Context: an optimization exercise on an open-source flow, tuned for small area, a short achievable clock period and few clock cycles. The choices shown serve that exercise and are no tape-out recipe. RTL that was checked went through simulation tests only; none was proved equivalent to the original. Power and IR drop assume default switching activity.

## bayer_unpack
module bayer_unpack (
    input  wire        clk,
    input  wire        rst,             
    input  wire        start,
    input  wire [11:0] cfg_width,
    input  wire [11:0] cfg_height,
    input  wire [31:0] cfg_mode,
    input  wire [15:0] cfg_stride,
    input  wire [31:0] cfg_src_len,
    output wire [1:0]  state,
    output wire [3:0]  err,
    output wire [3:0]  errfield,
    output wire [12:0] row,
    output wire [31:0] fault_addr,
    output wire        src_req,
    output wire [31:0] src_addr,
    input  wire        src_gnt,
    input  wire        src_rvalid,
    input  wire [7:0]  src_rdata,
    output wire        dst_we,
    output wire [25:0] dst_addr,
    output wire [7:0]  dst_wdata,
    input  wire        dst_ready
);
export LEC_CHECK = 0
export CAP_MARGIN = 20
export CORE_MARGIN = 2
export CORE_UTILIZATION = 55
export CTS_BUF_LIST = sky130_fd_sc_hd__clkbuf_8
export CTS_CLUSTER_DIAMETER = 60
export CTS_CLUSTER_SIZE = 14
export SETUP_SLACK_MARGIN = 4
export SLEW_MARGIN = 20
create_clock -name core_clock -period 8.0 [get_ports {clk}]
standard.sh (not shown) runs the stock make flow with config.mk's settings and CLKGATE_MAP_FILE= SYNTH_SCRIPT=/design/flow/synth_recipe.tcl, a recipe that flattens the netlist after the stock synthesis.
==> flow/flow/run.sh <==
#!/bin/bash
# The standard layout (standard.sh: the standard flow's synthesis and ORFS flow), with
# one change: the buffers that ORFS puts on every input and output port are
# made from the smallest buffer cell instead of the default choice.
set -e
export BUFFER_PORTS_ARGS="-buffer_cell sky130_fd_sc_hd__buf_1"
bash standard.sh > standard.log 2>&1
The first run completed without violations.
Edit:
--- a/flow/design.v
+++ b/flow/design.v
@@ -257,24 +257,34 @@
             end
             PH_T1: begin
                 bp_en = 1'b1;
                 ph_n = pre_end ? PH_END : zr ? ph_row : PH_T2;
             end
             PH_T2: begin
                 bp_en = 1'b1;
                 ph_n = ph_row;
             end
             default: ;
         endcase
     end
+    wire          run_q   = (ph_q == PH_RUN);
+    wire          rq_stay = run_q ? !(rq_v && isemit && last_pos) : (ph_n == PH_RUN);
+    wire          a_e     = rq_v && isemit;
+    wire          push_a  = run_q ? (a_e && pair_done) : push_e;
+    wire [DD-1:0] ocnt_a  = (a_e && !pop_d) ? {ocnt[DD-2:0], 1'b1} :
+                            (!a_e && pop_d) ? {1'b0, ocnt[DD-1:1]} : ocnt;
+    wire [TD-1:0] tcnt_a  = (rq_v && !src_rvalid) ? {tcnt[TD-2:0], 1'b1} :
+                            (!rq_v && src_rvalid) ? {1'b0, tcnt[TD-1:1]} : tcnt;
+    wire [ED-1:0] ecnt_a  = (push_a && !pop_e) ? {ecnt[ED-2:0], 1'b1} :
+                            (!push_a && pop_e) ? {1'b0, ecnt[ED-1:1]} : ecnt;
     wire [DD-1:0] ocnt_n = (acc_e && !pop_d) ? {ocnt[DD-2:0], 1'b1} :
                            (!acc_e && pop_d) ? {1'b0, ocnt[DD-1:1]} : ocnt;
     wire [TD-1:0] tcnt_n = (acc && !src_rvalid) ? {tcnt[TD-2:0], 1'b1} :
                            (!acc && src_rvalid) ? {1'b0, tcnt[TD-1:1]} : tcnt;
     wire [ED-1:0] ecnt_n = (push_e && !pop_e) ? {ecnt[ED-2:0], 1'b1} :
                            (!push_e && pop_e) ? {1'b0, ecnt[ED-1:1]} : ecnt;
     wire [DD-1:0] dcnt_n = (rx_emit && !pop_d) ? {dcnt[DD-2:0], 1'b1} :
                            (!rx_emit && pop_d) ? {1'b0, dcnt[DD-1:1]} : dcnt;
     wire [DD-1:0] d_free = ~dcnt & {dcnt[DD-2:0], 1'b1};
     wire [DD-1:0] d_last = dcnt & ~{1'b0, dcnt[DD-1:1]};
     wire [TD-1:0] t_free = ~tcnt & {tcnt[TD-2:0], 1'b1};
     wire [TD-1:0] t_last = tcnt & ~{1'b0, tcnt[TD-1:1]};
@@ -382,53 +392,53 @@
             end
             if (ph_q == PH_Z && push_e) begin
                 xc <= xc_dec[11:0];
                 xc_one <= (xc == 12'd2);
             end
             if (row_end) begin
                 rp <= ~rp;
                 step2_q <= bin_q | ~(pat_tog[1] & pat_tog[0]);
                 pat01_q <= ~bin_q & (pat_tog == 2'b01);
                 if (bin_q || row_q[0]) row_q <= {row_inc[11:0], 1'b0};
                 else                   row_q <= {row_q[12:1], 1'b1};
             end
-            rq_v <= (ph_n == PH_RUN) && !ocnt_n[DD-1] && !tcnt_n[TD-1] && !ecnt_n[ED-1];
+            rq_v <= rq_stay && !ocnt_a[DD-1] && !tcnt_a[TD-1] && !ecnt_a[ED-1];
             for (i = 0; i < TD; i = i + 1) begin
                 if (src_rvalid) begin
-                    if (acc && t_last[i]) tmem[i] <= {isemit, o};
+                    if (rq_v && t_last[i]) tmem[i] <= {isemit, o};
                     else if (i < TD - 1) tmem[i] <= tmem[i + 1];
-                end else if (acc && t_free[i]) tmem[i] <= {isemit, o};
+                end else if (rq_v && t_free[i]) tmem[i] <= {isemit, o};
             end
             tcnt <= tcnt_n;
             ocnt <= ocnt_n;
             if (src_rvalid) prev <= src_rdata;
             for (i = 0; i < DD; i = i + 1) begin
                 if (pop_d) begin
                     if (rx_emit && d_last[i]) dmem[i] <= aligned;
                     else if (i < DD - 1) dmem[i] <= dmem[i + 1];
                 end else if (rx_emit && d_free[i]) dmem[i] <= aligned;
             end
             dcnt <= dcnt_n;
             for (i = 0; i < ED; i = i + 1) begin
                 if (pop_e) begin
                     if (push_e && e_last[i]) emem[i] <= rp;
                     else if (i < ED - 1) emem[i] <= emem[i + 1];
                 end else if (push_e && e_free[i]) emem[i] <= rp;
             end
             ecnt <= ecnt_n;
             if (w_acc) begin
                 sl_q <= {sl_q[28:26], sl_inc[25:0]};
                 hw   <= !bin_q && !hw;
             end
-            if (ph_q == PH_END && !ecnt_n[0]) begin
+            if (ph_q == PH_END && (!ecnt[0] || (!ecnt[1] && pop_e))) begin
                 st_q <= ST_DONE;
                 rq_v <= 1'b0;
             end
         end
     end
     assign state      = st_q;
     assign err        = {2'b00, err_q};
     assign errfield   = {2'b00, ef_q};
     assign row        = row_q;
     assign fault_addr = (err_q == 2'd3) ? {3'b000, sl_q} : 32'd0;
     assign src_req    = rq_v;
     assign src_addr   = {3'b000, bp[31:3]};
What happened:
- The new run passed the timing, design-rule and antenna checks
- worst setup slack gets better by 0.051 ns
- clock power goes up by about 9%
- global-route usage goes down by 0.53 points
- maximum frequency goes up by 1.3%
- synthesized cell count barely changes
- core utilization goes down by 0.27 points
Testbench counts after the change, summed over its fixed seeds: cycles 45,207.
Function not checked in the first run of this note: the RTL went through the layout flow alone.

-- separate check: timing with driven ports --
How much do the figures lean on ideal ports? The routed layouts below were timed once more, with nothing changed but the port constraints. Step 1: set_driving_cell puts a clkbuf_16 on clk and a buf_2 on each other input, an assumption about the parent block. Step 2 moves the port delays by t, midway between the first and last clock arrival at a register: inputs arrive t later, outputs are due t later. That takes back most of the time a late clock gives input paths. a / b / c = ideal ports / drivers / drivers and shift; a / b = the first two.
run | t (ns) | setup WS [ns] | worst setup path after step 2 | slew at the worst register clock pin (ns) | pins driven straight from the clock port
the first run | 0.655 | 4.109 / 4.058 / 3.796 | input to register | 0.10 / 0.10 | 1
the second run | 0.624 | 4.160 / 4.134 / 3.705 | input to register | 0.10 / 0.10 | 1
After both steps setup and hold are still met in every run listed. The setup slack of the second run, which loses most, moves by -0.026 ns with the drivers and by -0.455 ns with both steps.
